Context: an optimization exercise on an open-source flow, tuned for small area, a short achievable clock period and few clock cycles per item. The choices shown serve that exercise and are no tape-out recipe.
Function was checked by simulation only, so behaviour that the tests miss may differ from the original.
Power figures rest on the tool's default switching activity, not on a simulated workload.

[design/flow/flow/run.sh]
#!/bin/bash
# The standard layout flow (standard.sh: standard synthesis, floorplan,
# placement, CTS, routing), except for two settings:
# - the buffers put on the input and output ports are sky130_fd_sc_hd__buf_1
#   instead of the delay buffer the placer picks by default;
# - clock tree synthesis uses clkbuf_16 at the root and clkbuf_8 elsewhere,
#   and adds no dummy loads (they only pad the lightly loaded leaf buffers).
# The make output goes to standard.log; each ORFS step keeps its own log
# under orfs/logs/.
set -euo pipefail
bash standard.sh BUFFER_PORTS_ARGS="-buffer_cell sky130_fd_sc_hd__buf_1" \
    "CTS_ARGS=-sink_clustering_enable -repair_clock_nets -root_buf sky130_fd_sc_hd__clkbuf_16 -buf_list sky130_fd_sc_hd__clkbuf_8 -dont_use_dummy_load" \
    finish > standard.log 2>&1
[design/flow/standard.sh]
#!/bin/bash
# synth_recipe.tcl (not shown) runs the flow's synth.tcl, then flattens the netlist and writes it again
# the make line also repeats each setting of config.mk as NAME=value (left out here)
make -C /OpenROAD-flow-scripts/flow DESIGN_CONFIG=/design/flow/config.mk WORK_HOME=/design/flow/orfs CLKGATE_MAP_FILE= SYNTH_SCRIPT=/design/flow/synth_recipe.tcl "${@:-finish}"
[design/flow/config.mk]
export PLATFORM = sky130hd
export DESIGN_NAME = fft_peak16
export DESIGN_NICKNAME = fft_peak16
export VERILOG_FILES = /design/flow/design.v
export SDC_FILE = /design/flow/constraint.sdc
export NUM_CORES = 4
export LEC_CHECK = 0
export ABC_AREA = 1
export CAP_MARGIN = 20
export CORE_MARGIN = 2
export CORE_UTILIZATION = 60
export CTS_BUF_LIST = sky130_fd_sc_hd__clkbuf_8
export PLACE_DENSITY = 0.8
export SLEW_MARGIN = 20
[design/flow/constraint.sdc]
create_clock -name core_clock -period 70.0 [get_ports {clk}]
set_input_delay 14.0000 -clock core_clock [delete_from_list [all_inputs] [get_ports {clk}]]
set_output_delay 14.0000 -clock core_clock [all_outputs]
set_load 0.01 [all_outputs]
[design/flow/design.v]
module pk_sq_core (
    input  wire [9:0]  f,
    output wire [21:0] p
);
    wire t1 = (f[0] & f[7]) ^ (f[1] & f[6]);
    wire t2 = (f[0] & f[7]) & (f[1] & f[6]);
    wire t3 = (f[0] & f[8]) ^ (f[1] & f[7]);
    wire t4 = (f[0] & f[8]) & (f[1] & f[7]);
    wire t5 = (f[0] & f[9]) ^ (f[1] & f[8]) ^ (f[2] & f[7]);
    wire t6 = ((f[0] & f[9]) & (f[1] & f[8])) | ((f[2] & f[7]) & ((f[0] & f[9]) ^ (f[1] & f[8])));
    wire t7 = (f[3] & f[6]) ^ (f[4] & f[5]);
    wire t8 = (f[3] & f[6]) & (f[4] & f[5]);
    wire t9 = f[0] ^ (f[1] & f[9]) ^ (f[2] & f[8]);
    wire t10 = (f[0] & (f[1] & f[9])) | ((f[2] & f[8]) & (f[0] ^ (f[1] & f[9])));
    wire t11 = (f[3] & f[7]) ^ (f[4] & f[6]);
    wire t12 = (f[3] & f[7]) & (f[4] & f[6]);
    wire t13 = f[1] ^ (f[2] & f[9]) ^ (f[3] & f[8]);
    wire t14 = (f[1] & (f[2] & f[9])) | ((f[3] & f[8]) & (f[1] ^ (f[2] & f[9])));
    wire t15 = (f[4] & f[7]) ^ (f[5] & f[6]) ^ f[6];
    wire t16 = ((f[4] & f[7]) & (f[5] & f[6])) | (f[6] & ((f[4] & f[7]) ^ (f[5] & f[6])));
    wire t17 = f[2] ^ (f[3] & f[9]) ^ (f[4] & f[8]);
    wire t18 = (f[2] & (f[3] & f[9])) | ((f[4] & f[8]) & (f[2] ^ (f[3] & f[9])));
    wire t19 = f[3] ^ (f[4] & f[9]) ^ (f[5] & f[8]);
    wire t20 = (f[3] & (f[4] & f[9])) | ((f[5] & f[8]) & (f[3] ^ (f[4] & f[9])));
    wire t21 = (f[0] & f[5]) ^ (f[1] & f[4]);
    wire t22 = (f[0] & f[5]) & (f[1] & f[4]);
    wire t23 = (f[0] & f[6]) ^ (f[1] & f[5]);
    wire t24 = (f[0] & f[6]) & (f[1] & f[5]);
    wire t25 = t1 ^ (f[2] & f[5]) ^ (f[3] & f[4]);
    wire t26 = (t1 & (f[2] & f[5])) | ((f[3] & f[4]) & (t1 ^ (f[2] & f[5])));
    wire t27 = t3 ^ (f[2] & f[6]) ^ (f[3] & f[5]);
    wire t28 = (t3 & (f[2] & f[6])) | ((f[3] & f[5]) & (t3 ^ (f[2] & f[6])));
    wire t29 = t5 ^ t7 ^ f[5];
    wire t30 = (t5 & t7) | (f[5] & (t5 ^ t7));
    wire t31 = t9 ^ t11 ^ t6;
    wire t32 = (t9 & t11) | (t6 & (t9 ^ t11));
    wire t33 = t13 ^ t15 ^ t10;
    wire t34 = (t13 & t15) | (t10 & (t13 ^ t15));
    wire t35 = t17 ^ (f[5] & f[7]) ^ t14;
    wire t36 = (t17 & (f[5] & f[7])) | (t14 & (t17 ^ (f[5] & f[7])));
    wire t37 = t19 ^ (f[6] & f[7]) ^ f[7];
    wire t38 = (t19 & (f[6] & f[7])) | (f[7] & (t19 ^ (f[6] & f[7])));
    wire t39 = f[4] ^ (f[5] & f[9]) ^ (f[6] & f[8]);
    wire t40 = (f[4] & (f[5] & f[9])) | ((f[6] & f[8]) & (f[4] ^ (f[5] & f[9])));
    wire t41 = f[5] ^ (f[6] & f[9]) ^ (f[7] & f[8]);
    wire t42 = (f[5] & (f[6] & f[9])) | ((f[7] & f[8]) & (f[5] ^ (f[6] & f[9])));
    wire t43 = (f[0] & f[3]) ^ (f[1] & f[2]);
    wire t44 = (f[0] & f[3]) & (f[1] & f[2]);
    wire t45 = (f[0] & f[4]) ^ (f[1] & f[3]);
    wire t46 = (f[0] & f[4]) & (f[1] & f[3]);
    wire t47 = t21 ^ (f[2] & f[3]) ^ f[3];
    wire t48 = (t21 & (f[2] & f[3])) | (f[3] & (t21 ^ (f[2] & f[3])));
    wire t49 = t23 ^ (f[2] & f[4]) ^ t22;
    wire t50 = (t23 & (f[2] & f[4])) | (t22 & (t23 ^ (f[2] & f[4])));
    wire t51 = t25 ^ f[4] ^ t24;
    wire t52 = (t25 & f[4]) | (t24 & (t25 ^ f[4]));
    wire t53 = t27 ^ t2 ^ t26;
    wire t54 = (t27 & t2) | (t26 & (t27 ^ t2));
    wire t55 = t29 ^ t4 ^ t28;
    wire t56 = (t29 & t4) | (t28 & (t29 ^ t4));
    wire t57 = t31 ^ t8 ^ t30;
    wire t58 = (t31 & t8) | (t30 & (t31 ^ t8));
    wire t59 = t33 ^ t12 ^ t32;
    wire t60 = (t33 & t12) | (t32 & (t33 ^ t12));
    wire t61 = t35 ^ t16 ^ t34;
    wire t62 = (t35 & t16) | (t34 & (t35 ^ t16));
    wire t63 = t37 ^ t18 ^ t36;
    wire t64 = (t37 & t18) | (t36 & (t37 ^ t18));
    wire t65 = t39 ^ t20 ^ t38;
    wire t66 = (t39 & t20) | (t38 & (t39 ^ t20));
    wire t67 = t41 ^ f[8] ^ t40;
    wire t68 = (t41 & f[8]) | (t40 & (t41 ^ f[8]));
    wire t69 = f[6] ^ (f[7] & f[9]) ^ t42;
    wire t70 = (f[6] & (f[7] & f[9])) | (t42 & (f[6] ^ (f[7] & f[9])));
    wire t71 = f[7] ^ (f[8] & f[9]) ^ f[9];
    wire t72 = (f[7] & (f[8] & f[9])) | (f[9] & (f[7] ^ (f[8] & f[9])));
    wire t73 = (f[0] & f[1]) ^ f[1];
    wire t74 = (f[0] & f[1]) & f[1];
    wire t75 = (f[0] & f[2]) ^ t74;
    wire t76 = (f[0] & f[2]) & t74;
    wire t77 = t43 ^ f[2] ^ t76;
    wire t78 = (t43 & f[2]) | (t76 & (t43 ^ f[2]));
    wire t79 = t45 ^ t44 ^ t78;
    wire t80 = (t45 & t44) | (t78 & (t45 ^ t44));
    wire t81 = t47 ^ t46 ^ t80;
    wire t82 = (t47 & t46) | (t80 & (t47 ^ t46));
    wire t83 = t49 ^ t48 ^ t82;
    wire t84 = (t49 & t48) | (t82 & (t49 ^ t48));
    wire t85 = t51 ^ t50 ^ t84;
    wire t86 = (t51 & t50) | (t84 & (t51 ^ t50));
    wire t87 = t53 ^ t52 ^ t86;
    wire t88 = (t53 & t52) | (t86 & (t53 ^ t52));
    wire t89 = t55 ^ t54 ^ t88;
    wire t90 = (t55 & t54) | (t88 & (t55 ^ t54));
    wire t91 = t57 ^ t56 ^ t90;
    wire t92 = (t57 & t56) | (t90 & (t57 ^ t56));
    wire t93 = t59 ^ t58 ^ t92;
    wire t94 = (t59 & t58) | (t92 & (t59 ^ t58));
    wire t95 = t61 ^ t60 ^ t94;
    wire t96 = (t61 & t60) | (t94 & (t61 ^ t60));
    wire t97 = t63 ^ t62 ^ t96;
    wire t98 = (t63 & t62) | (t96 & (t63 ^ t62));
    wire t99 = t65 ^ t64 ^ t98;
    wire t100 = (t65 & t64) | (t98 & (t65 ^ t64));
    wire t101 = t67 ^ t66 ^ t100;
    wire t102 = (t67 & t66) | (t100 & (t67 ^ t66));
    wire t103 = t69 ^ t68 ^ t102;
    wire t104 = (t69 & t68) | (t102 & (t69 ^ t68));
    wire t105 = t71 ^ t70 ^ t104;
    wire t106 = (t71 & t70) | (t104 & (t71 ^ t70));
    wire t107 = f[8] ^ t72 ^ t106;
    wire t108 = (f[8] & t72) | (t106 & (f[8] ^ t72));
    wire t109 = 1'b1 ^ f[9] ^ t108;
    wire t110 = (1'b1 & f[9]) | (t108 & (1'b1 ^ f[9]));
    assign p = {t110, t109, t107, t105, t103, t101, t99, t97, t95, t93, t91, t89, t87, t85, t83, t81, t79, t77, t75, t73, 1'b0, f[0]};
endmodule
module pk_sq (
    input  wire [14:0] x,
    output reg  [14:0] y,
    output reg         rup,
    output wire        nan
);
    function automatic [7:0] pk_add8(input [7:0] a, input [7:0] b, input ci);
        integer i;
        reg c;
        begin
            c = ci;
            for (i = 0; i < 8; i = i + 1) begin
                pk_add8[i] = a[i] ^ b[i] ^ c;
                c = (a[i] & b[i]) | (c & (a[i] ^ b[i]));
            end
        end
    endfunction
    wire [4:0]  e = x[14:10];
    wire [10:0] m = {1'b1, x[9:0]};
    wire [21:0] p;
    pk_sq_core u_core (.f(x[9:0]), .p(p));
    wire        hi = p[21];
    wire        e_max = (e == 5'h1F);
    assign nan = e_max && (x[9:0] != 10'd0);
    wire [5:0]  be0 = pk_add8({2'd0, e, hi}, 8'd49, 1'b0);   
    reg  [10:0] kept;
    reg         g, st;
    reg  [14:0] base;
    always @(*) begin
        case (e)
            5'd1:    begin kept = 11'd0;               g = 1'b0;  st = 1'b1;          end
            5'd2:    begin kept = 11'd0;               g = p[21]; st = 1'b1;          end
            5'd3:    begin kept = {9'd0, p[21:20]};    g = p[19]; st = 1'b1;          end
            5'd4:    begin kept = {7'd0, p[21:18]};    g = p[17]; st = |m[8:0];       end
            5'd5:    begin kept = {5'd0, p[21:16]};    g = p[15]; st = |m[7:0];       end
            5'd6:    begin kept = {3'd0, p[21:14]};    g = p[13]; st = |m[6:0];       end
            5'd7:    begin kept = {1'd0, p[21:12]};    g = p[11]; st = |m[5:0];       end
            default: begin
                kept = hi ? p[21:11] : p[20:10];
                g    = hi ? p[10] : p[9];
                st   = |m[4:0];
            end
        endcase
        base = (e[4] | e[3]) ? {be0[4:0], kept[9:0]} : {5'd0, kept[9:0]};
        rup = g & (st | kept[0]);
        y   = base;
        if (e == 5'd0) begin
            y   = 15'd0;
            rup = 1'b0;
        end else if (e[4] && (e[3] || e[2:0] == 3'd7)) begin   
            y   = 15'h7C00;
            rup = 1'b0;
        end
    end
endmodule
module pk_add (
    input  wire [14:0] xb,
    input  wire        xr,
    input  wire [14:0] zb,
    input  wire        zr,
    output reg  [14:0] base,
    output reg         rup,
    output reg         inf,
    output reg  [14:0] y
);
    function automatic [7:0] pk_add8(input [7:0] a, input [7:0] b, input ci);
        integer i;
        reg c;
        begin
            c = ci;
            for (i = 0; i < 8; i = i + 1) begin
                pk_add8[i] = a[i] ^ b[i] ^ c;
                c = (a[i] & b[i]) | (c & (a[i] ^ b[i]));
            end
        end
    endfunction
    reg  [10:0] mx, mz;
    reg  [11:0] mz1;
    reg  [4:0]  ex, ez, d;
    reg  [7:0]  f;
    reg  [13:0] zs;
    reg         jam;
    reg  [14:0] s;
    reg  [10:0] kept;
    reg         g, st, c, c14, cy, bw;
    integer i;
    always @(*) begin
        mx = {(xb[14:10] != 5'd0), xb[9:0]};
        mz = {(zb[14:10] != 5'd0), zb[9:0]};
        ex = {xb[14:11], xb[10] | (xb[14:10] == 5'd0)};
        ez = {zb[14:11], zb[10] | (zb[14:10] == 5'd0)};
        bw = 1'b0;
        for (i = 0; i < 5; i = i + 1) begin
            d[i] = ex[i] ^ ez[i] ^ bw;
            bw   = (~ex[i] & ez[i]) | (~(ex[i] ^ ez[i]) & bw);
        end
        cy = zr;
        for (i = 0; i < 11; i = i + 1) begin
            mz1[i] = mz[i] ^ cy;
            cy     = mz[i] & cy;
        end
        mz1[11] = cy;
        zs  = {mz1, 2'b00};
        jam = 1'b0;
        if (d[4]) begin jam = |zs;                zs = 14'd0;   end
        if (d[3]) begin jam = jam | (|zs[7:0]); zs = zs >> 8; end
        if (d[2]) begin jam = jam | (|zs[3:0]); zs = zs >> 4; end
        if (d[1]) begin jam = jam | (|zs[1:0]); zs = zs >> 2; end
        if (d[0]) begin jam = jam | zs[0];      zs = zs >> 1; end
        zs[0] = zs[0] | jam;
        s[1:0] = zs[1:0];
        cy = xr;
        for (i = 2; i < 14; i = i + 1) begin
            s[i] = (i < 13 ? mx[i - 2] : 1'b0) ^ zs[i] ^ cy;
            cy   = ((i < 13 ? mx[i - 2] : 1'b0) & zs[i]) | (cy & ((i < 13 ? mx[i - 2] : 1'b0) ^ zs[i]));
        end
        s[14] = cy;
        c14  = s[14];
        c    = s[13];
        kept = c ? s[13:3] : s[12:2];
        kept[10] = kept[10] | c14;
        g    = c ? s[2] : s[1];
        st   = c ? (s[1] | s[0]) : s[0];
        f    = pk_add8({3'd0, ex}, {6'd0, c14, c}, 1'b0);
        base = {kept[10] ? f[4:0] : 5'd0, kept[9:0]};
        rup  = g & (st | kept[0]);
        inf  = (xb[14:10] == 5'h1F) || (kept[10] && (f[5] || f[4:0] == 5'h1F));
        cy = rup;
        for (i = 0; i < 15; i = i + 1) begin
            y[i] = inf ? (i >= 10) : base[i] ^ cy;
            cy   = base[i] & cy;
        end
    end
endmodule
module pk_div (
    input  wire        load,      
    input  wire [10:0] r,         
    input  wire [11:0] q,         
    input  wire        q0,        
    input  wire [8:0]  n_int,     
    input  wire [15:0] si,
    output wire [10:0] r_n,
    output reg         qb,
    output reg         hit,
    output wire        special,   
    output reg  [15:0] res
);
    function automatic [7:0] pk_add8(input [7:0] a, input [7:0] b, input ci);
        integer i;
        reg c;
        begin
            c = ci;
            for (i = 0; i < 8; i = i + 1) begin
                pk_add8[i] = a[i] ^ b[i] ^ c;
                c = (a[i] & b[i]) | (c & (a[i] ^ b[i]));
            end
        end
    endfunction
    reg  [3:0]  lzn, lzd;
    reg  [8:0]  nn;
    reg  [10:0] dd;
    wire [4:0]  es = si[14:10];
    wire [10:0] ms = {(es != 5'd0), si[9:0]};
    integer i;
    always @(*) begin
        lzn = 4'd0;
        lzd = 4'd0;
        for (i = 0; i < 9; i = i + 1)
            if (n_int[i]) lzn = 4'd8 - i[3:0];
        for (i = 0; i < 11; i = i + 1)
            if (ms[i]) lzd = 4'd10 - i[3:0];
        nn = n_int << lzn;
        dd = ms << lzd;
    end
    wire [11:0] rin = load ? {1'b0, nn, 2'b00} : {r, 1'b0};
    reg  [11:0] diff, rn;
    reg         bw;
    always @(*) begin
        bw = 1'b0;
        for (i = 0; i < 12; i = i + 1) begin
            diff[i] = rin[i] ^ (i < 11 ? dd[i] : 1'b0) ^ bw;
            bw      = (~rin[i] & (i < 11 ? dd[i] : 1'b0)) | (~(rin[i] ^ (i < 11 ? dd[i] : 1'b0)) & bw);
        end
        qb = !bw;
        rn = qb ? diff : rin;
    end
    assign r_n = rn[10:0];
    wire [4:0]  esx = {es[4:1], es[0] | (es == 5'd0)};
    wire [7:0]  be = pk_add8(pk_add8({4'd0, lzd}, ~{4'd0, lzn}, 1'b1),
                             pk_add8(8'd27, ~{3'd0, esx}, q0), 1'b1);
    wire        es_ovf = es[4] && (es[3] || (es[2] && es[1:0] != 2'd0));   
    wire        s       = si[15];
    wire        si_nan  = (es == 5'h1F) && (si[9:0] != 10'd0);
    wire        si_zero = (si[14:0] == 15'd0);
    wire        n_zero  = (n_int == 9'd0);
    assign special = si_nan || si_zero || n_zero || es_ovf;
    reg  [14:0] base, enc;
    reg         cy;
    always @(*) begin
        if (!be[7] && be != 8'd0)
            hit = q[10] && !q[11];
        else if (be == 8'd0)
            hit = q[9] && q[11:10] == 2'b00;
        else
            hit = q[8] && q[11:9] == 3'b000;
        base = {q[10] ? be[4:0] : 5'd0, q[9:0]};
        cy = qb & ((rn != 12'd0) | q[0]);
        for (i = 0; i < 15; i = i + 1) begin
            enc[i] = base[i] ^ cy;
            cy     = base[i] & cy;
        end
        if (si_nan || (n_zero && si_zero))
            res = 16'h7E00;
        else if (n_zero || es_ovf)
            res = {s, 15'd0};
        else if (si_zero || (!be[7] && (be[6:5] != 2'd0 || be[4:0] == 5'h1F)))   
            res = {s, 15'h7C00};
        else
            res = {s, enc};
    end
endmodule
module pk_order (
    input  wire [14:0] a,
    input  wire [14:0] b,
    output wire [14:0] x,
    output wire [14:0] z
);
    function automatic ge425(input [9:0] f);
        integer i;
        reg g;
        reg [9:0] k;
        begin
            k = 10'd424;
            g = 1'b0;
            for (i = 0; i < 10; i = i + 1)
                g = (f[i] & ~k[i]) | ((f[i] | ~k[i]) & g);
            ge425 = g;
        end
    endfunction
    wire [5:0] ka = {a[14:10], ge425(a[9:0])};
    wire [5:0] kb = {b[14:10], ge425(b[9:0])};
    reg        g;
    integer    i;
    always @(*) begin
        g = 1'b0;
        for (i = 0; i < 6; i = i + 1)
            g = (kb[i] & ~ka[i]) | ((kb[i] | ~ka[i]) & g);
    end
    assign x = g ? b : a;
    assign z = g ? a : b;
endmodule
module fft_peak16 (
    input  wire        clk,
    input  wire        rst,
    input  wire        in_valid,
    output wire        in_ready,
    input  wire [15:0] in_re,
    input  wire [15:0] in_im,
    input  wire [15:0] in_si,
    output reg         out_valid,
    output wire [8:0]  out_bin,
    output wire [15:0] out_mag,
    output wire [15:0] out_freq
);
    function automatic pk_gt15(input [14:0] a, input [14:0] b, input eq);
        integer i;
        reg g;
        begin
            g = eq;
            for (i = 0; i < 15; i = i + 1)
                g = (a[i] & ~b[i]) | ((a[i] | ~b[i]) & g);
            pk_gt15 = g;
        end
    endfunction
    function automatic [8:0] pk_inc9(input [8:0] a);
        integer i;
        reg c;
        begin
            c = 1'b1;
            for (i = 0; i < 9; i = i + 1) begin
                pk_inc9[i] = a[i] ^ c;
                c = a[i] & c;
            end
        end
    endfunction
    reg        rdy;
    reg  [8:0] cnt;
    reg        busy;
    reg        s1_v, s2_v, s2_nan;
    reg [14:0] s1_re, s1_im, s2_x, s2_z;
    reg        s2_xr, s2_zr;
    reg [15:0] freq;       
    reg        done;       
    reg  [8:0] best;
    reg [14:0] bestv;
    assign in_ready = rdy;
    wire at511 = s1_v ? (s2_v ? cnt == 9'd509 : cnt == 9'd510)
                      : (s2_v ? cnt == 9'd510 : cnt == 9'd511);
    always @(posedge clk) begin
        s1_re <= in_re[14:0];
        s1_im <= in_im[14:0];
        if (rst) begin
            rdy       <= 1'b1;
            s1_v      <= 1'b0;
            s2_v      <= 1'b0;
        end else begin
            s1_v <= in_valid && rdy;
            s2_v <= s1_v;
            if (in_valid && rdy && at511)
                rdy <= 1'b0;
            else if (busy && cnt == 9'd10)
                rdy <= 1'b1;
        end
    end
    wire [14:0] xin, zin;
    pk_order u_order (.a(s1_re), .b(s1_im), .x(xin), .z(zin));
    wire [14:0] x2, z2;
    wire        x2r, z2r, x_nan, z_nan;
    pk_sq u_x2 (.x(xin), .y(x2), .rup(x2r), .nan(x_nan));
    pk_sq u_z2 (.x(zin), .y(z2), .rup(z2r), .nan(z_nan));
    wire        fin  = busy && cnt[3:2] == 2'b11;   
    wire        dv   = busy && !fin;
    wire        load = busy && cnt[3:0] == 4'd0;
    wire [10:0] r_n;
    wire        qb, hit, special;
    wire [15:0] res;
    always @(posedge clk) begin
        s2_x   <= dv ? {3'd0, load ? qb : s2_x[11], r_n} : x2;
        s2_z   <= dv ? {load ? 14'd0 : s2_z[13:0], qb} : z2;
        s2_xr  <= x2r;
        s2_zr  <= z2r;
        s2_nan <= x_nan || z_nan;
    end
    wire [14:0] base, mag;
    wire        rup, inf;
    pk_add u_mag (.xb(s2_x), .xr(s2_xr), .zb(s2_z), .zr(s2_zr),
                  .base(base), .rup(rup), .inf(inf), .y(mag));
    wire        gt = inf ? (bestv[14:10] != 5'h1F) : pk_gt15(base, bestv, rup);
    wire        take = (cnt == 9'd0) || (!s2_nan && gt);
    always @(posedge clk) begin
        if (s2_v && take) begin
            best  <= cnt;
            bestv <= s2_nan ? 15'h7E00 : mag;
        end
        if (rst) begin
            cnt       <= 9'd0;
            busy      <= 1'b0;
            out_valid <= 1'b0;
        end else begin
            if (fin)
                cnt <= 9'd0;
            else if (s2_v || busy)
                cnt <= pk_inc9(cnt);
            out_valid <= fin;
            if (s2_v && cnt == 9'd511)
                busy <= 1'b1;
            else if (fin)
                busy <= 1'b0;
        end
    end
    pk_div u_div (
        .load(load), .r(s2_x[10:0]), .q(s2_z[11:0]), .q0(s2_x[11]),
        .n_int(best), .si(freq), .r_n(r_n), .qb(qb), .hit(hit), .special(special),
        .res(res)
    );
    always @(posedge clk) begin
        if (rdy && at511)
            freq <= in_si;
        else if (busy && !load && !done && (hit || (fin && special)))
            freq <= res;
        if (load)
            done <= 1'b0;
        else if (busy && (hit || fin))
            done <= 1'b1;
    end
    assign out_freq = freq;
    assign out_bin = best;
    assign out_mag = {1'b0, bestv};
endmodule
==> run_results.csv, run 1 <==
group,metric,value,unit
status,status,"finished clean",
grt,track_usage,0.280,
grt,grt_first_pass_wirelength,49.9,mm
worst_hold_path,hp-start,"done$_SDFFE_PP0P_",
route,routed_via_density,5.48,
power,power_frac_clock,0.095,
grt,antenna_found_initial,0,
floorplan,dieHeight,148,um
final_layout,final_common_cell,"nand2_1",
timing,worst_slew_pin_slew,962,ps
power,pwr-share-seq,0.198,
grt,grt_pass1_vias,10900,
power,switching_share,0.512,
worst_setup_path,crit_path_start_kind,"flip-flop",
cts,cts_buffers,17,
synth,ys_seq_area_frac,0.222,
worst_setup_path,cp.arrival,1020,ps
synth,synth_top_area_frac,0.175,
cts,postCtsSetupBuffers,0,
route,drt-wirelength-per-cell,14.5,um
final_layout,nets,2063,
synth,avgSynthCellArea,7.23,sq um
worst_setup_path,cpLargestDelayFamily,"flip-flops",
timing,tns,0,ps
timing,min_period,15020,ps
route,first_pass_iters,6,
worst_setup_path,path_class,"flip-flop to primary output",
route,wirelength,30.1,mm
worst_hold_path,hold_end,"done$_SDFFE_PP0P_",
floorplan,ios,94,
cts,cts_root_buffer,"clkbuf_16",
synth,ys_warn_count,5,
route,initialDrtViolationCount,839,
final_layout,finish.instance_area,0.0133,sq mm
synth,yosysTopAreaCell,"fa_1",
cts,insertion_delay,380,ps
synth,synth_fp_nets,1983,
power,combinationalPowerShare,0.707,
synth,synth_edf_count,41,
power,ir_drop,0.0000225,V
place,dpl.hpwl,24.6,mm
final_layout,fill_cells,1838,
worst_setup_path,end_kind,"primary output",
synth,synth_seq_cells,118,
route,vias,11400,
worst_hold_path,min_path_cells,2,
power,power_density,37.5,mW/mm^2
job,drv_cap,0,
cts,htree_levels,4,
grt,grt_max_degree,62,
power,total_power,0.000497,W
synth,synth_flop_cell,"dfxtp_1",
final_layout,drive_above_1_share,0.0410,
power,switching_power,0.000254,W
worst_setup_path,r2r_slack,57230,ps
cts,postCtsResizedCells,0,
timing,holdWs,460,ps
timing,period_share,0.215,
floorplan,num_rows,52,
worst_setup_path,cpMaxStageDelayCell,"edfxtp_1",
grt,overflow,0,
worst_setup_path,reg2reg_to,"bestv[13]$_SDFFCE_PP1P_",
cts,cts_sinks,118,
timing,slew_headroom,0.358,
timing,setup_violations,0,
synth,synthesis.area,0.0125,sq mm
route,ant_nets,0,
worst_setup_path,path_max_fanout,5,
synth,yosys.cell_types.count,49,
floorplan,die_area,0.0220,sq mm
power,p_leak,6.61,nW
place,dpl_cell_area,0.0130,sq mm
final_layout,antenna_cells,0,
worst_setup_path,reg2reg_from,"s2_x[11]$_DFFE_PP_",
route,drc,0,
final_layout,final_cell_mix,"nand2_1, inv_1, nor2_1",
floorplan,initial_core_util,0.615,
final_layout,multiInputGateArea,0.00828,sq mm
cts,hold_buffers,0,
final_layout,seq_area,0.00277,sq mm
worst_hold_path,hp-class,"flip-flop to flip-flop",
synth,yosys-top-cells-area,"fa_1, nand2_1, dfxtp_1",
synth,async_reset_ff_frac,0,
worst_setup_path,max_stage_delay,470,ps
worst_setup_path,r2r.worst_path.cells,58,
final_layout,syn_to_final_growth,6.30,%
worst_setup_path,cp.required,56000,ps
power,internal_power,0.000243,W
cts,cts_tree,"done",
place,io_buffers,90,
worst_setup_path,path_cells,"buf_1",
timing,drv_slew,0,
timing,rsz0062_at_grt,"false",
floorplan,die_w,148,um
place,place.gp.congestion,1.02,
synth,syn_inst,1726,
cts,clk_pin_slew,80,ps
timing,max_freq,0.0666,GHz
cts,cts.path.max_buffers,2,
floorplan,core,0.0203,sq mm
final_layout,final_core_util,0.653,
timing,hold_viol_final,0,
timing,clock_skew,33.8,ps
worst_setup_path,crit_buf_inv,1,
==> routing by layer <==
metal  GRT usage  up-vias  share of wire
met2       0.491      386           0.49
met3      0.0350       69          0.050
met5           0        -              0
li1            -     5654              -
met4       0.114        0          0.031
met1       0.352     5247           0.42
==> worst max-delay path by stage <==
stage                                     end  cells after the start               start
after floorplan                  out_freq[15]                      1  freq[15]$_DFFE_PP_
after global placement    cnt[8]$_SDFFE_PP0P_                      4                 rst
after detailed placement  cnt[8]$_SDFFE_PP0P_                      4                 rst
after CTS                          out_bin[1]                      1   best[1]$_DFFE_PP_
after global routing               out_bin[1]                      1   best[1]$_DFFE_PP_
final                              out_bin[1]                      1   best[1]$_DFFE_PP_
==> synth_stat cells (3+ instances only) <==
library cell	number
o211ai_1	19
o21ai_2	11
ha_1	97
nor2_1	162
a31oi_1	9
a22oi_1	4
o21ai_0	116
edfxtp_1	41
mux2i_1	10
clkinv_1	7
buf_2	6
a21oi_1	41
a22o_1	10
o21ai_1	16
buf_4	3
nand3_1	90
nand2_1	429
inv_1	324
o221ai_1	7
o21a_1	3
xor2_1	4
o22ai_1	15
o21ai_4	4
buf_6	3
clkbuf_1	20
dfxtp_1	77
or2_2	20
nor3_1	19
nor4_1	4
inv_2	6
fa_1	109
nand4_1	13
o2111ai_1	5
==> cell type report <==
type | instances | share of cell area
Multi-Input combinational cell | 1239 | 0.625
Sequential cell | 118 | 0.209
Inverter | 337 | 0.0954
Clock buffer | 17 | 0.0185
Tap cell | 270 | 0.0255
Timing Repair Buffer | 93 | 0.0272
==> power by group through the flow <==
| stage | Clock, W | Combinational, W | Sequential (W) |
|---|---|---|---|
| final | 0.0000471 | 0.000351 | 0.0000986 |
| after global routing | 0.0000501 | 0.000404 | 0.0000996 |
| after CTS | 0.0000478 | 0.000350 | 0.0000985 |
| after detailed placement | 0 | 0.000348 | 0.000100 |
| after global placement | 0 | 0.000341 | 0.0000998 |
| after floorplan | 0 | 0.000269 | 0.0000965 |
==> worst register-to-register path, delay by kind of cell (launching register included) <==
family          cells  cell delay [ps]
compound gates      5             1130
fa+ha+maj          29             8060
buf+inv             6              520
flops               1              500
simple gates       18             2280
==> stage by stage <==
step | setup slack, ps | instances
floorplan | 55520 | 1726
global placement | 55240 | 2057
detailed placement | 55250 | 2057
CTS | 54970 | 2074
global route | 54940 | 2074
finish | 54980 | 2074
==> flip-flops by register name (all words and copies together) (netlist names), 9 cells and up <==
signal  flops
freq       16
bestv      15
s1_im      15
s1_re      15
s2_x       15
s2_z       15
best        9
cnt         9
==> cells by family (layout without fill, tap and decap cells) <==
group                    after synthesis  in the layout  share of synthesized area
other                                  1              1                   0.000300
adder cells (fa/ha/maj)              206            206                      0.272
buffers and inverters                369            447                      0.114
multiplexers                          10             10                    0.00802
AO/OA/AOI/OAI                        271            271                      0.134
XOR/XNOR                               4              4                    0.00281
AND/OR/NAND/NOR                      747            747                      0.246
flip-flops                           118            118                      0.222
Testbench counts, summed over its fixed seeds: cycles 33,624, items 64.
==> run 2: changes to the inputs <==
--- a/design/flow/config.mk
+++ b/design/flow/config.mk
@@ -10,5 +10,5 @@
 export CORE_MARGIN = 2
-export CORE_UTILIZATION = 60
+export CORE_UTILIZATION = 45
 export CTS_BUF_LIST = sky130_fd_sc_hd__clkbuf_8
-export PLACE_DENSITY = 0.8
+export PLACE_DENSITY = 0.65
 export SLEW_MARGIN = 20
==> run 2 against run 1 <==
Hold slack got worse by 25 ps. Non-clock buffer count grew 1. Die area up 32%. Register-to-register slack got worse by 260 ps. Largest power group unchanged. Highest routed layer unchanged. Core utilization fell by 16 points. Combinational power increased by 1%. Fmax fell by 0.16%. Critical path depth did not move. Design area increased by 1.0%.
==> run_results.csv, run 2 <==
group,metric,value,unit
final_layout,finalNonFillerCells,2177,
floorplan,die_w,171,um
worst_setup_path,cp.depth,1,
route,routed_via_density,5.12,
status,status,"finished clean",
timing,slew_headroom,0.405,
cts,cts_buffers,17,
place,dpl_cell_area,0.0132,sq mm
synth,async_reset_ff_frac,0,
synth,synth_flop_cell,"dfxtp_1",
worst_setup_path,max_stage_delay,500,ps
power,power_density,37.5,mW/mm^2
worst_setup_path,path_class,"flip-flop to primary output",
floorplan,die_area,0.0291,sq mm
place,place.gp.congestion,0.928,
worst_setup_path,r2r_slack,56970,ps
cts,cts_root_buffer,"clkbuf_16",
timing,holdWs,435,ps
final_layout,final_cell_mix,"nand2_1, inv_1, nor2_1",
worst_setup_path,cpLargestDelayFamily,"flip-flops",
final_layout,syn_to_final_growth,7.38,%
synth,avgSynthCellArea,7.23,sq um
timing,hold_viol_final,0,
timing,rsz0062_at_grt,"false",
floorplan,ios,94,
route,vias,11200,
synth,synthAdderAreaFrac,0.272,
synth,synth_fp_nets,1983,
worst_hold_path,hp-class,"flip-flop to flip-flop",
worst_hold_path,min_path_cells,2,
route,first_pass_iters,6,
power,ir_drop,0.0000206,V
cts,postCtsResizedCells,0,
synth,synthSimpleGateAreaFrac,0.246,
worst_setup_path,reg2reg_from,"s2_x[11]$_DFFE_PP_",
timing,max_freq,0.0665,GHz
worst_setup_path,crit_buf_inv,1,
cts,cts_sinks,118,
place,io_buffers,90,
floorplan,dieHeight,171,um
cts,cts_tree,"done",
worst_setup_path,end_kind,"primary output",
place,dpl.hpwl,26.3,mm
cts,htree_levels,4,
synth,ys_warn_count,5,
final_layout,drive_above_1_share,0.0416,
worst_setup_path,cpMaxStageDelayCell,"edfxtp_1",
timing,clock_skew,38.9,ps
floorplan,num_rows,60,
job,drv_cap,0,
synth,yosys-top-cells-area,"fa_1, nand2_1, dfxtp_1",
grt,grt_first_pass_wirelength,53.2,mm
timing,setup_violations,0,
grt,grt_max_degree,62,
worst_setup_path,cp.required,56000,ps
cts,cts.path.max_buffers,2,
synth,synth_seq_cells,118,
synth,synth_most_common_cell,"nand2_1",
final_layout,largest-register,"freq",
final_layout,largest_register_ff_count,16,
worst_setup_path,cp.arrival,1050,ps
grt,antenna_found_initial,0,
worst_hold_path,hp-start,"s1_v$_SDFF_PP0_",
final_layout,antenna_cells,0,
timing,min_period,15050,ps
timing,tns,0,ps
route,ant_nets,0,
route,wirelength,32.1,mm
worst_setup_path,cp-endpoint,"out_freq[0]",
worst_setup_path,crit_path_start_kind,"flip-flop",
synth,synth_common_cells,"nand2_1, inv_1, nor2_1, o21ai_0, fa_1",
worst_setup_path,path_max_fanout,5,
cts,clk_pin_slew,80,ps
timing,worst_slew_pin_slew,882,ps
synth,synthMuxAreaShare,0.00802,
synth,yosys.cell_types.count,49,
route,drc,0,
floorplan,initial_core_util,0.460,
cts,hold_buffers,0,
worst_setup_path,reg2reg_to,"bestv[13]$_SDFFCE_PP1P_",
power,total_power,0.000502,W
synth,synth_top_family_by_area,"adder cells",
synth,yosysTopAreaCell,"fa_1",
final_layout,nets,2064,
worst_setup_path,r2r.worst_path.cells,58,
synth,synth_edf_count,41,
floorplan,core,0.0271,sq mm
final_layout,finish.instance_area,0.0134,sq mm
grt,track_usage,0.230,
timing,period_share,0.215,
worst_setup_path,crit_start,"freq[0]$_DFFE_PP_",
synth,ys_seq_area_frac,0.222,
route,drt-wirelength-per-cell,14.7,um
cts,insertion_delay,380,ps
synth,synth-compound-area-share,0.134,
synth,synthesis.area,0.0125,sq mm
power,p_leak,6.61,nW
place,numPlacedInstances,2160,
final_layout,final_common_cell,"nand2_1",
synth,synth_top_area_frac,0.175,
synth,syn_inst,1726,
timing,drv_slew,0,
grt,overflow,0,
grt,grt_pass1_vias,10800,
route,initialDrtViolationCount,988,
worst_setup_path,path_cells,"buf_1",
cts,postCtsSetupBuffers,0,
synth,synth_xor_area_frac,0.00281,
==> run 2: changes by cell type in the layout (fill, tap and decap cells not counted), sizes merged <==
cell,change
buf,+1
==> run 2: kinds of logic after synthesis <==
logic type | after synthesis
flip-flops | 118
other | 1
AND/OR/NAND/NOR | 747
adder cells (fa/ha/maj) | 206
AO/OA/AOI/OAI | 271
multiplexers | 10
XOR/XNOR | 4
buffers and inverters | 369
==> run 2: per-stage QoR <==
| step | worst slack (ps) | util |
|---|---|---|
| after floorplan | 55520 | - |
| after global placement | 55250 | 0.485 |
| after detailed placement | 55240 | 0.485 |
| after CTS | 54950 | 0.494 |
| after global routing | 54930 | 0.494 |
| final | 54950 | 0.494 |
==> run 2: layer usage <==
| metal | global-route usage | part of all wire |
|---|---|---|
| met5 | 0 | 0 |
| met4 | 0.0661 | 0.020 |
| met3 | 0.0333 | 0.040 |
| met2 | 0.387 | 0.48 |
| met1 | 0.308 | 0.46 |
==> run 2: cell type report <==
cell class	instances	area, sq um
fillers	2773	13700
multi-input cells	1239	8280
flip-flops and latches	118	2770
inverters	337	1260
well taps	372	465
repair buffers	94	368
clock buffers	17	245
==> run 2: how the worst min path moves through the flow <==
| stage | to | slack (ps) |
|---|---|---|
| 2_1_floorplan | s2_v$_SDFF_PP0_ | 440 |
| 3_3_place_gp | s2_v$_SDFF_PP0_ | 450 |
| 3_5_place_dp | s2_v$_SDFF_PP0_ | 450 |
| 4_1_cts | s2_v$_SDFF_PP0_ | 440 |
| 5_1_grt | s2_v$_SDFF_PP0_ | 480 |
| 6_report | s2_v$_SDFF_PP0_ | 430 |
==> run 2: where the power goes <==
part / switching (W) / internal [W]
logic: 0.000223 / 0.000133
registers: 0.0000114 / 0.0000874
clock network: 0.0000249 / 0.0000228
total: 0.000259 / 0.000243
==> run 2: worst reg2reg max path, delay by kind of cell, from the launching register on <==
| kind | cells | cell delay [ps] |
|---|---|---|
| buf+inv | 6 | 500 |
| simple gates | 18 | 2420 |
| compound gates | 5 | 1310 |
| fa+ha+maj | 29 | 8060 |
| flops | 1 | 500 |
==> run 3: changes to the inputs <==
--- a/design/flow/flow/run.sh
+++ b/design/flow/flow/run.sh
@@ -11,3 +11,3 @@
 bash standard.sh BUFFER_PORTS_ARGS="-buffer_cell sky130_fd_sc_hd__buf_1" \
-    "CTS_ARGS=-sink_clustering_enable -repair_clock_nets -root_buf sky130_fd_sc_hd__clkbuf_16 -buf_list sky130_fd_sc_hd__clkbuf_8 -dont_use_dummy_load" \
+    "CTS_ARGS=-repair_clock_nets -root_buf sky130_fd_sc_hd__clkbuf_16 -buf_list sky130_fd_sc_hd__clkbuf_8 -dont_use_dummy_load" \
     finish > standard.log 2>&1
==> run 3 against run 2 <==
Hold slack stayed put. Sequential power hardly changed. Flip-flop and latch count stayed put. Die area stayed put. Sequential share of layout area stayed put. Clock power hardly changed. Synthesized cell count stayed put. Via count stayed put. Critical path depth stayed put. Design area stayed put. Highest routed layer unchanged.
==> run_results.csv, run 3 <==
group,metric,value,unit
synth,synth_flop_cell,"dfxtp_1",
grt,track_usage,0.230,
worst_setup_path,cp.required,56000,ps
synth,synth_seq_cells,118,
place,place.gp.congestion,0.928,
final_layout,largest_register_ff_count,16,
timing,setup_violations,0,
route,wirelength,32.1,mm
worst_setup_path,cpLargestDelayFamily,"flip-flops",
synth,yosys.cell_types.count,49,
route,first_pass_iters,6,
final_layout,final_cell_mix,"nand2_1, inv_1, nor2_1",
route,routed_via_density,5.12,
worst_setup_path,cp-endpoint,"out_freq[0]",
route,drt-wirelength-per-cell,14.7,um
route,vias,11200,
worst_setup_path,path_max_fanout,5,
job,drv_cap,0,
power,p_leak,6.61,nW
cts,cts_tree,"done",
route,ant_nets,0,
final_layout,nets,2064,
worst_setup_path,cp.arrival,1050,ps
worst_setup_path,r2r_slack,56970,ps
synth,synth_common_cells,"nand2_1, inv_1, nor2_1, o21ai_0, fa_1",
worst_setup_path,reg2reg_to,"bestv[13]$_SDFFCE_PP1P_",
cts,postCtsResizedCells,0,
floorplan,core,0.0271,sq mm
timing,period_share,0.215,
grt,grt_first_pass_wirelength,53.2,mm
synth,synth_fp_nets,1983,
worst_setup_path,cpMaxStageDelayCell,"edfxtp_1",
place,io_buffers,90,
grt,met2_usage,0.387,
timing,clock_skew,38.9,ps
worst_setup_path,crit_buf_inv,1,
synth,yosys-top-cells-area,"fa_1, nand2_1, dfxtp_1",
worst_hold_path,min_path_cells,2,
status,status,"finished clean",
synth,synthesis.area,0.0125,sq mm
final_layout,largest-register,"freq",
timing,hold_viol_final,0,
synth,synth_most_common_cell,"nand2_1",
timing,min_period,15050,ps
cts,postCtsSetupBuffers,0,
worst_setup_path,end_kind,"primary output",
final_layout,antenna_cells,0,
grt,use_met3,0.0333,
worst_hold_path,hp-class,"flip-flop to flip-flop",
timing,slew_headroom,0.405,
worst_setup_path,crit_start,"freq[0]$_DFFE_PP_",
cts,clk_pin_slew,80,ps
synth,synth_top_area_frac,0.175,
route,drc,0,
worst_setup_path,r2r.worst_path.cells,58,
place,dpl.hpwl,26.3,mm
synth,ys_warn_count,5,
worst_setup_path,path_cells,"buf_1",
floorplan,dieHeight,171,um
grt,met1_usage,0.308,
timing,holdWs,435,ps
final_layout,final_common_cell,"nand2_1",
synth,synth_edf_count,41,
cts,cts_sinks,118,
floorplan,die_w,171,um
grt,overflow,0,
timing,rsz0062_at_grt,"false",
route,initialDrtViolationCount,988,
floorplan,ios,94,
grt,grt_pass1_vias,10800,
cts,htree_levels,4,
grt,top_usage_layer,"met2",
worst_setup_path,max_stage_delay,500,ps
worst_setup_path,cp.depth,1,
synth,syn_inst,1726,
worst_setup_path,crit_path_start_kind,"flip-flop",
cts,cts.path.max_buffers,2,
cts,cts_root_buffer,"clkbuf_16",
power,ir_drop,0.0000206,V
worst_setup_path,reg2reg_from,"s2_x[11]$_DFFE_PP_",
timing,tns,0,ps
timing,worst_slew_pin_slew,882,ps
timing,drv_slew,0,
final_layout,drive_above_1_share,0.0416,
timing,max_freq,0.0665,GHz
floorplan,die_area,0.0291,sq mm
grt,grt_max_degree,62,
cts,cts_buffers,17,
synth,async_reset_ff_frac,0,
synth,ys_seq_area_frac,0.222,
floorplan,initial_core_util,0.460,
synth,yosysTopAreaCell,"fa_1",
final_layout,syn_to_final_growth,7.38,%
floorplan,num_rows,60,
power,power_density,37.5,mW/mm^2
synth,avgSynthCellArea,7.23,sq um
worst_setup_path,path_class,"flip-flop to primary output",
grt,antenna_found_initial,0,
cts,hold_buffers,0,
cts,insertion_delay,380,ps
[run 3: cell counts in the layout (fill, tap and decap cells not counted)]
Identical to the previous run, type by type.
[run 3: power breakdown]
part           switching (W)  internal, W
sequential         0.0000114    0.0000874
clock              0.0000249    0.0000228
combinational       0.000223     0.000133
total               0.000259     0.000243
[run 3: how the worst min path moves through the flow]
stage | from | end
after global placement | s1_v$_SDFF_PP0_ | s2_v$_SDFF_PP0_
final | s1_v$_SDFF_PP0_ | s2_v$_SDFF_PP0_
after CTS | s1_v$_SDFF_PP0_ | s2_v$_SDFF_PP0_
after floorplan | s1_v$_SDFF_PP0_ | s2_v$_SDFF_PP0_
after detailed placement | s1_v$_SDFF_PP0_ | s2_v$_SDFF_PP0_
after global routing | s1_v$_SDFF_PP0_ | s2_v$_SDFF_PP0_
[run 3: final cells by class]
class / instances / area, sq um
fill: 2773 / 13700
multi-input combinational: 1239 / 8280
tap: 372 / 465
timing repair buffer: 94 / 368
sequential: 118 / 2770
clock buffer: 17 / 245
inverter: 337 / 1260
[run 3: kinds of logic (layout without fill, tap and decap cells)]
logic type,after synthesis,after routing,synth area share
multiplexers,10,10,0.00802
other,1,1,0.000300
buffers and inverters,369,448,0.114
AND/OR/NAND/NOR,747,747,0.246
XOR/XNOR,4,4,0.00281
flip-flops,118,118,0.222
AO/OA/AOI/OAI,271,271,0.134
adder cells (fa/ha/maj),206,206,0.272
[run 3: metrics by stage]
stage	setup slack, ps	instances	area [sq um]	util	power (W)
3_3_place_gp	55250	2160	13200	0.485	0.000446
2_1_floorplan	55520	1726	12500	-	0.000366
3_5_place_dp	55240	2160	13200	0.485	0.000455
4_1_cts	54950	2177	13400	0.494	0.000504
6_report	54950	2177	13400	0.494	0.000502
5_1_grt	54930	2177	13400	0.494	0.000564
[run 3: per-layer routing]
metal	up-vias	wire, um
met4	0	632
met5	-	0
met2	275	15300
li1	5675	-
met3	43	1280
met1	5162	14900
==> run 4: changes to the inputs <==
--- a/design/flow/flow/run.sh
+++ b/design/flow/flow/run.sh
@@ -11,3 +11,3 @@
 bash standard.sh BUFFER_PORTS_ARGS="-buffer_cell sky130_fd_sc_hd__buf_1" \
-    "CTS_ARGS=-repair_clock_nets -root_buf sky130_fd_sc_hd__clkbuf_16 -buf_list sky130_fd_sc_hd__clkbuf_8 -dont_use_dummy_load" \
+    "CTS_ARGS=-sink_clustering_enable -sink_clustering_size 30 -sink_clustering_max_diameter 150 -repair_clock_nets -root_buf sky130_fd_sc_hd__clkbuf_16 -buf_list sky130_fd_sc_hd__clkbuf_8 -dont_use_dummy_load" \
     finish > standard.log 2>&1
==> run 4 against run 3 <==
Count of clock-buffer cells in the layout is the same. Area after synthesis unchanged. Clock skew stayed put. Final cell count unchanged. Register-to-register slack about the same. First-iteration DRC count unchanged. Total power is the same. Core utilization did not move. Non-clock buffer count is the same. Critical endpoint unchanged. Largest power group unchanged.
==> run_results.csv, run 4 <==
group,metric,value,unit
synth,synth_flop_cell,"dfxtp_1",
synth,yosys-top-cells-area,"fa_1, nand2_1, dfxtp_1",
floorplan,dieHeight,171,um
worst_setup_path,cp.arrival,1050,ps
place,place.gp.congestion,0.928,
synth,ys_seq_area_frac,0.222,
timing,min_period,15050,ps
worst_hold_path,min_path_cells,2,
place,dpl.hpwl,26.3,mm
final_layout,final_core_util,0.494,
timing,rsz0062_at_grt,"false",
synth,avgSynthCellArea,7.23,sq um
worst_setup_path,cp.depth,1,
final_layout,final_cell_mix,"nand2_1, inv_1, nor2_1",
worst_setup_path,crit_start,"freq[0]$_DFFE_PP_",
synth,syn_inst,1726,
cts,htree_levels,4,
timing,tns,0,ps
timing,setup_violations,0,
synth,synth_most_common_cell,"nand2_1",
synth,synth_seq_cells,118,
cts,clk_pin_slew,80,ps
route,vias,11200,
route,routed_via_density,5.12,
worst_hold_path,hp-class,"flip-flop to flip-flop",
power,switching_power,0.000259,W
power,power_frac_clock,0.095,
cts,postCtsSetupBuffers,0,
power,power_density,37.5,mW/mm^2
worst_setup_path,path_class,"flip-flop to primary output",
final_layout,largest-register,"freq",
final_layout,finalNonFillerCells,2177,
route,first_pass_iters,6,
worst_setup_path,cpMaxStageDelayCell,"edfxtp_1",
floorplan,die_w,171,um
worst_setup_path,cp-endpoint,"out_freq[0]",
place,post-place-ws,55240,ps
power,pwr-share-seq,0.197,
worst_setup_path,reg2reg_from,"s2_x[11]$_DFFE_PP_",
timing,period_share,0.215,
final_layout,final_common_cell,"nand2_1",
timing,worst_slew_pin_slew,882,ps
synth,ys_warn_count,5,
cts,postCtsResizedCells,0,
worst_setup_path,crit_buf_inv,1,
worst_setup_path,path_max_fanout,5,
synth,synth_common_cells,"nand2_1, inv_1, nor2_1, o21ai_0, fa_1",
floorplan,num_rows,60,
worst_setup_path,cpLargestDelayFamily,"flip-flops",
cts,cts_tree,"done",
worst_setup_path,r2r_slack,56970,ps
route,drt-wirelength-per-cell,14.7,um
worst_setup_path,cp.required,56000,ps
timing,drv_slew,0,
grt,track_usage,0.230,
worst_setup_path,max_stage_delay,500,ps
floorplan,core,0.0271,sq mm
power,internal_power,0.000243,W
timing,clock_skew,38.9,ps
status,status,"finished clean",
place,numPlacedInstances,2160,
synth,synth_edf_count,41,
grt,antenna_found_initial,0,
timing,max_freq,0.0665,GHz
final_layout,nets,2064,
cts,cts_sinks,118,
cts,cts_buffers,17,
worst_setup_path,r2r.worst_path.cells,58,
route,ant_nets,0,
timing,setup_ws,54950,ps
grt,grt_pass1_vias,10800,
final_layout,antenna_cells,0,
job,drv_cap,0,
worst_setup_path,crit_path_start_kind,"flip-flop",
synth,synth_fp_nets,1983,
grt,grt_first_pass_wirelength,53.2,mm
synth,yosys.cell_types.count,49,
grt,grt_max_degree,62,
floorplan,die_area,0.0291,sq mm
cts,hold_buffers,0,
final_layout,drive_above_1_share,0.0416,
power,switching_share,0.516,
synth,async_reset_ff_frac,0,
cts,cts.path.max_buffers,2,
grt,overflow,0,
route,initialDrtViolationCount,988,
final_layout,largest_register_ff_count,16,
worst_setup_path,end_kind,"primary output",
route,drc,0,
cts,cts_root_buffer,"clkbuf_16",
route,wirelength,32.1,mm
power,p_leak,6.61,nW
floorplan,ios,94,
timing,slew_headroom,0.405,
timing,hold_viol_final,0,
worst_setup_path,path_cells,"buf_1",
synth,synthesis.area,0.0125,sq mm
final_layout,syn_to_final_growth,7.38,%
worst_setup_path,reg2reg_to,"bestv[13]$_SDFFCE_PP1P_",
floorplan,initial_core_util,0.460,
synth,yosysTopAreaCell,"fa_1",
power,combinationalPowerShare,0.708,
power,ir_drop,0.0000206,V
synth,synth_top_area_frac,0.175,
place,io_buffers,90,
cts,insertion_delay,380,ps
-- run 4: cell counts in the layout (fill, tap and decap cells not counted) --
Identical to the previous run, type by type.
-- run 4: worst min-delay path by stage --
stage               slack, ps       startpoint              end
finish                    430  s1_v$_SDFF_PP0_  s2_v$_SDFF_PP0_
global route              480  s1_v$_SDFF_PP0_  s2_v$_SDFF_PP0_
CTS                       440  s1_v$_SDFF_PP0_  s2_v$_SDFF_PP0_
global placement          450  s1_v$_SDFF_PP0_  s2_v$_SDFF_PP0_
floorplan                 440  s1_v$_SDFF_PP0_  s2_v$_SDFF_PP0_
detailed placement        450  s1_v$_SDFF_PP0_  s2_v$_SDFF_PP0_
-- run 4: cells by family after synthesis --
| logic type | synth area share |
|---|---|
| DFF | 0.222 |
| other | 0.000300 |
| and+or+nand+nor | 0.246 |
| muxes | 0.00802 |
| buffers and inverters | 0.114 |
| xor gates and xnor gates | 0.00281 |
| AOI/OAI and AO/OA | 0.134 |
| adders and majority gates | 0.272 |
-- run 4: final cells by class --
class	count	area (sq um)
Clock buffer	17	245
Fill cell	2773	13700
Inverter	337	1260
Multi-Input combinational cell	1239	8280
Sequential cell	118	2770
Tap cell	372	465
Timing Repair Buffer	94	368
-- run 4: power groups by stage --
stage,logic [W],registers (W),clock network [W]
finish,0.000356,0.0000988,0.0000477
global route,0.000412,0.000100,0.0000518
detailed placement,0.000355,0.000100,0
floorplan,0.000269,0.0000965,0
CTS,0.000356,0.0000988,0.0000491
global placement,0.000346,0.000100,0
-- run 4: metal layers --
metal,track usage,up-vias,share of wire
li1,-,5675,-
met1,0.308,5162,0.46
met2,0.387,275,0.48
met3,0.0333,43,0.040
met4,0.0661,0,0.020
met5,0,-,0
-- run 4: worst register-to-register path, delay by kind of cell, from the launching register on --
family          cells  cell delay (ps)
compound gates      5             1310
flops               1              500
buf+inv             6              500
simple gates       18             2420
fa+ha+maj          29             8060
-- run 4: metrics by stage --
stage,power [W],hold WS [ps],cell area [sq um]
floorplan,0.000366,436,12500
global placement,0.000446,452,13200
detailed placement,0.000455,452,13200
CTS,0.000504,435,13400
global route,0.000564,483,13400
finish,0.000502,435,13400
==> run 5: changes to the inputs <==
--- a/design/flow/design.v
+++ b/design/flow/design.v
@@ -118,3 +118,3 @@
     input  wire [14:0] x,
-    output reg  [14:0] y,
+    output reg  [15:0] y,
     output reg         rup,
@@ -122,13 +122,2 @@
 );
-    function automatic [7:0] pk_add8(input [7:0] a, input [7:0] b, input ci);
-        integer i;
-        reg c;
-        begin
-            c = ci;
-            for (i = 0; i < 8; i = i + 1) begin
-                pk_add8[i] = a[i] ^ b[i] ^ c;
-                c = (a[i] & b[i]) | (c & (a[i] ^ b[i]));
-            end
-        end
-    endfunction
     wire [4:0]  e = x[14:10];
@@ -140,6 +129,5 @@
     assign nan = e_max && (x[9:0] != 10'd0);
-    wire [5:0]  be0 = pk_add8({2'd0, e, hi}, 8'd49, 1'b0);   
     reg  [10:0] kept;
     reg         g, st;
-    reg  [14:0] base;
+    reg  [15:0] base;
     always @(*) begin
@@ -159,3 +147,3 @@
         endcase
-        base = (e[4] | e[3]) ? {be0[4:0], kept[9:0]} : {5'd0, kept[9:0]};
+        base = (e[4] | e[3]) ? {e, hi, kept[9:0]} : {6'd0, kept[9:0]};
         rup = g & (st | kept[0]);
@@ -163,6 +151,6 @@
         if (e == 5'd0) begin
-            y   = 15'd0;
+            y   = 16'd0;
             rup = 1'b0;
         end else if (e[4] && (e[3] || e[2:0] == 3'd7)) begin   
-            y   = 15'h7C00;
+            y   = {6'd46, 10'd0};
             rup = 1'b0;
@@ -172,5 +160,5 @@
 module pk_add (
-    input  wire [14:0] xb,
+    input  wire [15:0] xb,
     input  wire        xr,
-    input  wire [14:0] zb,
+    input  wire [15:0] zb,
     input  wire        zr,
@@ -194,3 +182,3 @@
     reg  [11:0] mz1;
-    reg  [4:0]  ex, ez, d;
+    reg  [5:0]  ex, ez, d;
     reg  [7:0]  f;
@@ -203,8 +191,8 @@
     always @(*) begin
-        mx = {(xb[14:10] != 5'd0), xb[9:0]};
-        mz = {(zb[14:10] != 5'd0), zb[9:0]};
-        ex = {xb[14:11], xb[10] | (xb[14:10] == 5'd0)};
-        ez = {zb[14:11], zb[10] | (zb[14:10] == 5'd0)};
+        mx = {(xb[15:14] != 2'd0), xb[9:0]};
+        mz = {(zb[15:14] != 2'd0), zb[9:0]};
+        ex = {xb[15], xb[14] | (xb[15:14] == 2'd0), xb[13:10]};
+        ez = {zb[15], zb[14] | (zb[15:14] == 2'd0), zb[13:10]};
         bw = 1'b0;
-        for (i = 0; i < 5; i = i + 1) begin
+        for (i = 0; i < 6; i = i + 1) begin
             d[i] = ex[i] ^ ez[i] ^ bw;
@@ -239,6 +227,6 @@
         st   = c ? (s[1] | s[0]) : s[0];
-        f    = pk_add8({3'd0, ex}, {6'd0, c14, c}, 1'b0);
+        f    = pk_add8({2'd0, ex}, {6'b111100, c | c14, ~c}, 1'b0);
         base = {kept[10] ? f[4:0] : 5'd0, kept[9:0]};
         rup  = g & (st | kept[0]);
-        inf  = (xb[14:10] == 5'h1F) || (kept[10] && (f[5] || f[4:0] == 5'h1F));
+        inf  = (xb[15:10] == 6'd46) || (kept[10] && (f[5] || f[4:0] == 5'h1F));
         cy = rup;
@@ -405,3 +393,4 @@
     reg        s1_v, s2_v, s2_nan;
-    reg [14:0] s1_re, s1_im, s2_x, s2_z;
+    reg [14:0] s1_re, s1_im;
+    reg [15:0] s2_x, s2_z;
     reg        s2_xr, s2_zr;
@@ -432,3 +421,3 @@
     pk_order u_order (.a(s1_re), .b(s1_im), .x(xin), .z(zin));
-    wire [14:0] x2, z2;
+    wire [15:0] x2, z2;
     wire        x2r, z2r, x_nan, z_nan;
@@ -443,4 +432,4 @@
     always @(posedge clk) begin
-        s2_x   <= dv ? {3'd0, load ? qb : s2_x[11], r_n} : x2;
-        s2_z   <= dv ? {load ? 14'd0 : s2_z[13:0], qb} : z2;
+        s2_x   <= dv ? {4'd0, load ? qb : s2_x[11], r_n} : x2;
+        s2_z   <= dv ? {load ? 15'd0 : s2_z[14:0], qb} : z2;
         s2_xr  <= x2r;
--- a/design/flow/flow/run.sh
+++ b/design/flow/flow/run.sh
@@ -11,3 +11,3 @@
 bash standard.sh BUFFER_PORTS_ARGS="-buffer_cell sky130_fd_sc_hd__buf_1" \
-    "CTS_ARGS=-sink_clustering_enable -sink_clustering_size 30 -sink_clustering_max_diameter 150 -repair_clock_nets -root_buf sky130_fd_sc_hd__clkbuf_16 -buf_list sky130_fd_sc_hd__clkbuf_8 -dont_use_dummy_load" \
+    "CTS_ARGS=-sink_clustering_enable -repair_clock_nets -root_buf sky130_fd_sc_hd__clkbuf_16 -buf_list sky130_fd_sc_hd__clkbuf_8 -dont_use_dummy_load" \
     finish > standard.log 2>&1
==> run 5 against run 4 <==
Still clean on timing, DRC and antenna. Synthesized cell count shrank 2.7%. First-iteration DRC count shrank 20%. Non-clock buffer count grew 2. Critical path type unchanged.
==> run_results.csv, run 5 <==
group,metric,value,unit
status,status,"finished clean",
final_layout,syn_to_final_growth,7.06,%
final_layout,final_common_cell,"nand2_1",
worst_setup_path,cp.arrival,1060,ps
final_layout,multiInputGateArea,0.00814,sq mm
grt,track_usage,0.227,
timing,setup_violations,0,
grt,antenna_found_initial,0,
final_layout,final_cell_mix,"nand2_1, inv_1, nor2_1",
route,drt-wirelength-per-cell,14.9,um
synth,synth_most_common_cell,"nand2_1",
timing,rsz0062_at_grt,"false",
timing,hold_viol_final,0,
final_layout,antenna_cells,0,
synth,synth_seq_cells,120,
grt,overflow,0,
power,power_frac_clock,0.102,
power,combinationalPowerShare,0.693,
worst_setup_path,path_class,"flip-flop to primary output",
power,pwr-share-seq,0.205,
cts,cts_tree,"done",
worst_setup_path,cpLargestDelayFamily,"flip-flops",
cts,cts_buffers,17,
power,ir_drop,0.0000160,V
timing,period_share,0.215,
timing,clock_skew,49.1,ps
power,p_leak,6.44,nW
floorplan,dieHeight,170,um
final_layout,finalNonFillerCells,2099,
route,wirelength,31.3,mm
power,power_density,35.4,mW/mm^2
place,post-place-ws,55250,ps
cts,cts.path.max_buffers,2,
synth,synth_top_area_frac,0.176,
floorplan,die_w,170,um
route,routed_via_density,5.25,
floorplan,num_rows,60,
synth,syn_inst,1679,
synth,synthesis.area,0.0124,sq mm
worst_setup_path,crit_buf_inv,1,
cts,cts_root_buffer,"clkbuf_16",
route,vias,11000,
synth,yosysTopAreaCell,"fa_1",
cts,hold_buffers,0,
floorplan,ios,94,
final_layout,seq_area,0.00281,sq mm
grt,grt_pass1_vias,10500,
route,initialDrtViolationCount,790,
synth,synth_common_cells,"nand2_1, inv_1, nor2_1, fa_1, o21ai_0",
floorplan,die_area,0.0288,sq mm
final_layout,fill_cells,2742,
worst_setup_path,cp.required,56000,ps
floorplan,core,0.0270,sq mm
synth,async_reset_ff_frac,0,
place,dpl.hpwl,26.0,mm
cts,cts_sinks,120,
timing,max_freq,0.0664,GHz
floorplan,initial_core_util,0.459,
timing,setup_ws,54940,ps
power,internal_power,0.000229,W
route,first_pass_iters,6,
place,io_buffers,90,
timing,tns,0,ps
synth,ys_seq_area_frac,0.227,
cts,insertion_delay,380,ps
timing,drv_slew,0,
worst_setup_path,end_kind,"primary output",
cts,clk_pin_slew,100,ps
worst_hold_path,hp-class,"flip-flop to flip-flop",
worst_setup_path,path_cells,"buf_1",
final_layout,drive_above_1_share,0.0677,
synth,yosys.cell_types.count,56,
synth,synth_edf_count,41,
cts,postCtsSetupBuffers,0,
route,ant_nets,0,
timing,worst_slew_pin_slew,937,ps
grt,grt_max_degree,57,
job,drv_cap,0,
worst_setup_path,cpMaxStageDelayCell,"edfxtp_1",
synth,yosys-top-cells-area,"fa_1, dfxtp_1, nand2_1",
final_layout,reg.largest.list,"freq (16), s2_x (16), s2_z (16)",
cts,htree_levels,4,
synth,ys_warn_count,5,
power,switching_share,0.512,
power,total_power,0.000470,W
synth,synth_fp_nets,1931,
route,drc,0,
grt,grt_first_pass_wirelength,52.2,mm
place,place.gp.congestion,0.954,
timing,min_period,15060,ps
worst_setup_path,max_stage_delay,520,ps
place,numPlacedInstances,2082,
worst_setup_path,crit_path_start_kind,"flip-flop",
final_layout,nets,2012,
synth,synth_flop_cell,"dfxtp_1",
worst_setup_path,path_max_fanout,5,
timing,slew_headroom,0.373,
cts,postCtsResizedCells,0,
power,switching_power,0.000240,W
synth,avgSynthCellArea,7.37,sq um
-- run 5: cell types whose count changed in the layout (fill, tap and decap cells not counted), moves of 10 or more --
cell,delta
inv_1,-34
inv_2,+27
nand2_1,-47
o21ai_1,+22
o21ai_2,+10
-- run 5: path summary, 6_finish.rpt --
check                            endpoint         startpoint  cells after the start  slack (ps)
hold / removal            s2_z[6]$_DFF_P_    s2_z[5]$_DFF_P_                      2         450
setup reg to reg  bestv[13]$_SDFFCE_PP1P_   s2_x[10]$_DFF_P_                     48       57630
setup / recovery               out_bin[3]  best[3]$_DFFE_PP_                      1       54940
hold reg to reg           s2_z[6]$_DFF_P_    s2_z[5]$_DFF_P_                      2         450
-- run 5: cell type report --
type	count	area share
timing repair buffer	96	0.0289
sequential	120	0.212
tap	341	0.0322
clock buffer	17	0.0185
multi-input combinational	1196	0.615
inverter	329	0.0936
-- run 5: stage by stage --
stage,hold WS [ps],utilization,area [sq um]
5_1_grt,454,0.492,13200
6_report,452,0.492,13200
2_1_floorplan,430,-,12400
3_3_place_gp,450,0.482,13000
4_1_cts,455,0.492,13200
3_5_place_dp,461,0.482,13000
-- run 5: kinds of logic after synthesis --
logic type               share of synthesized area
other                                     0.000303
AND/OR/NAND/NOR                              0.238
flip-flops                                   0.227
XOR/XNOR                                   0.00283
multiplexers                               0.00485
adder cells (fa/ha/maj)                      0.269
buffers and inverters                        0.116
AO/OA/AOI/OAI                                0.141
-- run 5: power groups by stage --
| stage | sequential, W | clock (W) | combinational (W) |
|---|---|---|---|
| 2_1_floorplan | 0.0000950 | 0 | 0.000247 |
| 3_3_place_gp | 0.0000979 | 0 | 0.000320 |
| 3_5_place_dp | 0.0000980 | 0 | 0.000324 |
| 4_1_cts | 0.0000964 | 0.0000493 | 0.000325 |
| 5_1_grt | 0.0000975 | 0.0000519 | 0.000378 |
| 6_report | 0.0000963 | 0.0000480 | 0.000325 |
-- run 5: per-layer routing --
metal | wire [um] | vias to the layer above | track usage
li1 | - | 5544 | -
met1 | 14700 | 5118 | 0.312
met2 | 14500 | 316 | 0.378
met3 | 1360 | 33 | 0.0247
met4 | 707 | 0 | 0.0706
met5 | 0 | - | 0
Testbench counts of run 5, summed over its fixed seeds: cycles 33,624, items 64.

-- what the ideal ports hide --
How much do the figures lean on ideal ports? The routed layouts below were timed once more, with nothing changed but the port constraints. Step 1: set_driving_cell puts a clkbuf_16 on clk and a buf_2 on each other input, an assumption about the parent block. Step 2 adds t to the input delays and takes it off the output delays; t is the mean of the earliest and latest rising clock arrival at the registers after step 1. Input paths then give back, and output paths get back, about the clock's delay inside the block. Three values: no drivers, after step 1, after step 2; two values: the first two.
run	shift t [ns]	setup slack, ns	latest minus earliest clock arrival (ns)
run 1	0.412	54.977 / 54.930 / 55.226	0.034 / 0.034
run 2	0.412	54.954 / 54.905 / 55.224	0.039 / 0.039
run 3	0.412	54.954 / 54.905 / 55.224	0.039 / 0.039
run 4	0.412	54.954 / 54.905 / 55.224	0.039 / 0.039
run 5	0.408	54.940 / 54.889 / 55.234	0.049 / 0.050
After both steps every run listed still meets setup and hold.
